Context: an optimization exercise on an open-source flow, tuned for small area, a short achievable clock period and few clock cycles. The choices shown serve that exercise and are no tape-out recipe. In this exercise RTL edits were held to simulation tests only and were not proved equivalent to the original.

==> flow/design.v <==
module ghash_unit (
    input  wire         clk,
    input  wire         rst,       
    input  wire         s_valid,
    output wire         s_ready,
    input  wire [127:0] s_data,    
    input  wire [4:0]   s_bytes,   
    input  wire         s_aad,     
    input  wire         s_last,    
    input  wire [127:0] s_h,       
    output wire         o_valid,
    output wire [127:0] o_hash
);
    function [127:0] rev128(input [127:0] v);
        integer i;
        for (i = 0; i < 128; i = i + 1)
            rev128[i] = v[127 - i];
    endfunction
    function [127:0] gf_reduce(input [254:0] p);
        reg [254:0] t;
        integer j;
        begin
            t = p;
            for (j = 254; j >= 128; j = j - 1) begin
                t[j - 128] = t[j - 128] ^ t[j];
                t[j - 127] = t[j - 127] ^ t[j];
                t[j - 126] = t[j - 126] ^ t[j];
                t[j - 121] = t[j - 121] ^ t[j];
            end
            gf_reduce = t[127:0];
        end
    endfunction
    function [127:0] gf_square(input [127:0] a);
        reg [254:0] s;
        integer i;
        begin
            s = 255'd0;
            for (i = 0; i < 128; i = i + 1)
                s[2 * i] = a[i];
            gf_square = gf_reduce(s);
        end
    endfunction
    reg [127:0] h;           
    reg [127:0] x;           
    reg [127:0] kk;          
    reg [566:0] pp;          
    reg [127:0] o;           
    reg         ov;
    reg         open;        
    reg         lpend;       
    reg         any;         
    reg         lastpar;     
    reg         ph;          
    reg         live_x;      
    reg         live_p;      
    reg         capu;        
    reg         isl_x;       
    reg         isl_p;       
    reg [15:0]  aad_len;     
    reg [15:0]  dat_len;     
    wire first   = ~open;
    wire any_eff = any & ~first;
    wire par_ok  = ~any_eff | (ph != lastpar);
    wire is_data = (s_bytes != 5'd0);
    assign s_ready = ~lpend & (par_ok | ~is_data);
    wire accept = s_valid & s_ready;
    wire take_data = accept & is_data;
    wire lstep  = lpend & (~any | (ph != lastpar));
    reg [127:0] byte_mask;
    integer k;
    always @(*) begin
        for (k = 0; k < 16; k = k + 1)
            byte_mask[127 - 8*k -: 8] = (k < s_bytes) ? 8'hff : 8'h00;
    end
    wire [127:0] blk = rev128(s_data & byte_mask);
    wire [15:0] aad_base = first ? 16'd0 : aad_len;
    wire [15:0] dat_base = first ? 16'd0 : dat_len;
    wire [15:0] aad_new  = s_aad ? aad_base + {11'd0, s_bytes} : aad_base;
    wire [15:0] dat_new  = s_aad ? dat_base : dat_base + {11'd0, s_bytes};
    wire [127:0] len_blk = rev128({42'd0, aad_len, 3'd0, 45'd0, dat_len, 3'd0});
    wire [127:0] s_hp  = rev128(s_h);
    wire [127:0] h_sq  = gf_square(first ? s_hp : h);    
    wire [63:0]  xa0 = x[63:0],  xa1 = x[127:64],  xam = x[63:0]  ^ x[127:64];
    wire [63:0]  ka0 = kk[63:0], ka1 = kk[127:64], kam = kk[63:0] ^ kk[127:64];
    wire [191:0] xa = {xam, xa1, xa0};
    wire [191:0] ka = {kam, ka1, ka0};
    wire [566:0] pa;
    genvar g;
    generate
        for (g = 0; g < 3; g = g + 1) begin : lv64
            wire [63:0] a = xa[64*g +: 64];
            wire [63:0] b = ka[64*g +: 64];
            gf_kmul #(.N(32), .BASE(16)) u_l (.a(a[31:0]),  .b(b[31:0]),  .p(pa[189*g      +: 63]));
            gf_kmul #(.N(32), .BASE(16)) u_h (.a(a[63:32]), .b(b[63:32]), .p(pa[189*g + 63 +: 63]));
            gf_kmul #(.N(32), .BASE(16)) u_m (.a(a[31:0] ^ a[63:32]), .b(b[31:0] ^ b[63:32]),
                                              .p(pa[189*g + 126 +: 63]));
        end
    endgenerate
    wire [380:0] q;          
    generate
        for (g = 0; g < 3; g = g + 1) begin : cb64
            wire [62:0] pl = pp[189*g      +: 63];
            wire [62:0] ph_ = pp[189*g + 63 +: 63];
            wire [62:0] pm = pp[189*g + 126 +: 63];
            wire [62:0] md = pm ^ pl ^ ph_;
            assign q[127*g +: 127] = {ph_, 1'b0, pl} ^ ({64'd0, md} << 32);
        end
    endgenerate
    wire [126:0] ql = q[126:0], qh = q[253:127], qm = q[380:254];
    wire [126:0] qd = qm ^ ql ^ qh;
    wire [254:0] prod = {qh, 1'b0, ql} ^ ({128'd0, qd} << 64);
    wire [127:0] r = gf_reduce(prod);
    wire keep = live_p & ~capu & ~isl_p;     
    wire [127:0] r_keep = keep ? r : 128'd0;
    localparam [127:0] ONE = 128'd1;
    always @(posedge clk) begin
        pp <= pa;
        if (take_data) begin
            x  <= r_keep ^ blk;
            kk <= h_sq;
        end else if (lstep) begin
            x  <= r_keep ^ len_blk;
            kk <= h;
        end else begin
            x  <= r_keep;
            kk <= ONE;
        end
        if (accept & first)
            h  <= s_hp;
        o <= (capu ? 128'd0 : o) ^ ((capu & ~live_p) ? 128'd0 : r);
        if (accept) begin
            aad_len <= aad_new;
            dat_len <= dat_new;
        end
        if (rst) begin
            open   <= 1'b0;
            lpend  <= 1'b0;
            any    <= 1'b0;
            ph     <= 1'b0;
            live_x <= 1'b0;
            live_p <= 1'b0;
            capu   <= 1'b0;
            isl_x  <= 1'b0;
            isl_p  <= 1'b0;
            ov     <= 1'b0;
        end else begin
            ph     <= ~ph;
            live_p <= live_x;
            live_x <= keep | take_data | lstep;
            isl_p  <= isl_x;
            isl_x  <= lstep;
            capu   <= lstep;
            ov     <= isl_p;
            if (lstep)
                lpend <= 1'b0;
            if (accept) begin
                open  <= ~s_last;
                lpend <= s_last;
                if (first)
                    any <= is_data;
                else if (is_data)
                    any <= 1'b1;
                if (is_data)
                    lastpar <= ph;
            end
        end
    end
    assign o_valid = ov;
    assign o_hash  = rev128(o);
endmodule
module gf_kmul #(parameter N = 32, parameter BASE = 16) (
    input  wire [N-1:0]   a,
    input  wire [N-1:0]   b,
    output wire [2*N-2:0] p
);
    generate
        if (N <= BASE) begin : school
            reg [2*N-2:0] s;
            integer i, m;
            always @(*) begin
                s = {(2*N-1){1'b0}};
                for (i = 0; i < N; i = i + 1)
                    for (m = 0; m < N; m = m + 1)
                        s[i + m] = s[i + m] ^ (a[i] & b[m]);
            end
            assign p = s;
        end else begin : kara
            localparam M = N / 2;
            wire [2*M-2:0] pl, ph, pm;
            gf_kmul #(.N(M), .BASE(BASE)) u_l (.a(a[M-1:0]), .b(b[M-1:0]), .p(pl));
            gf_kmul #(.N(M), .BASE(BASE)) u_h (.a(a[N-1:M]), .b(b[N-1:M]), .p(ph));
            gf_kmul #(.N(M), .BASE(BASE)) u_m (.a(a[M-1:0] ^ a[N-1:M]),
                                               .b(b[M-1:0] ^ b[N-1:M]), .p(pm));
            wire [2*M-2:0] mid = pm ^ pl ^ ph;
            assign p = {ph, 1'b0, pl} ^ ({{(2*N-1-(2*M-1)){1'b0}}, mid} << M);
        end
    endgenerate
endmodule
clock: 3.5 ns
lec_check: 0
cap_margin: 20
core_margin: 2
core_utilization: 60
place_density: 0.72
setup_slack_margin: 0.4
slew_margin: 20
run.sh (not shown) runs the stock make flow with config.mk's settings and CLKGATE_MAP_FILE= SYNTH_SCRIPT=/design/flow/synth_recipe.tcl, a recipe that flattens the netlist after the stock synthesis.
Testbench counts at the start, summed over its fixed seeds: cycles 4,846.
Then changed:
SETUP_SLACK_MARGIN = not set   (was 0.4)
What happened:
- This time the run completed, yet does not pass: setup timing
- utilization went down by 2.2 points
- cell area decreases by 3.1%
- critical path depth decreases by 1
- first-iteration DRC count shrinks by 5.9%
- register-to-register slack degrades by 0.36 ns
- via count went down by 2.8%
- routed wire length goes down by 3.7%

-- static timing again, ports no longer ideal --
The results above use ideal ports. As a check the final layouts listed here were re-extracted and re-timed, cells and wires unchanged.
Step 1 sets driving cells, clkbuf_16 on the clock port and buf_2 on the other inputs (assumed; they add their load-dependent delay and slew).
Step 2 adds t to the input delays and takes it off the output delays; t is the mean of the earliest and latest rising clock arrival at the registers after step 1. Input paths then give back, and output paths get back, about the clock's delay inside the block.
Slacks: ideal ports / drivers / drivers and shift; pairs: ideal ports / drivers.
| run | t, ns | slack for setup (ns) | worst setup path at the end |
|---|---|---|---|
| the first run | 0.983 | 0.204 / 0.204 / -0.561 | input to register |
| the second run | 0.974 | -0.155 / -0.155 / -0.586 | input to register |
Met with ideal ports but missed after step 2: setup timing in the first run. For the first run, which loses most, drivers alone change the setup slack by 0.000 ns; drivers and shift together by -0.765 ns.
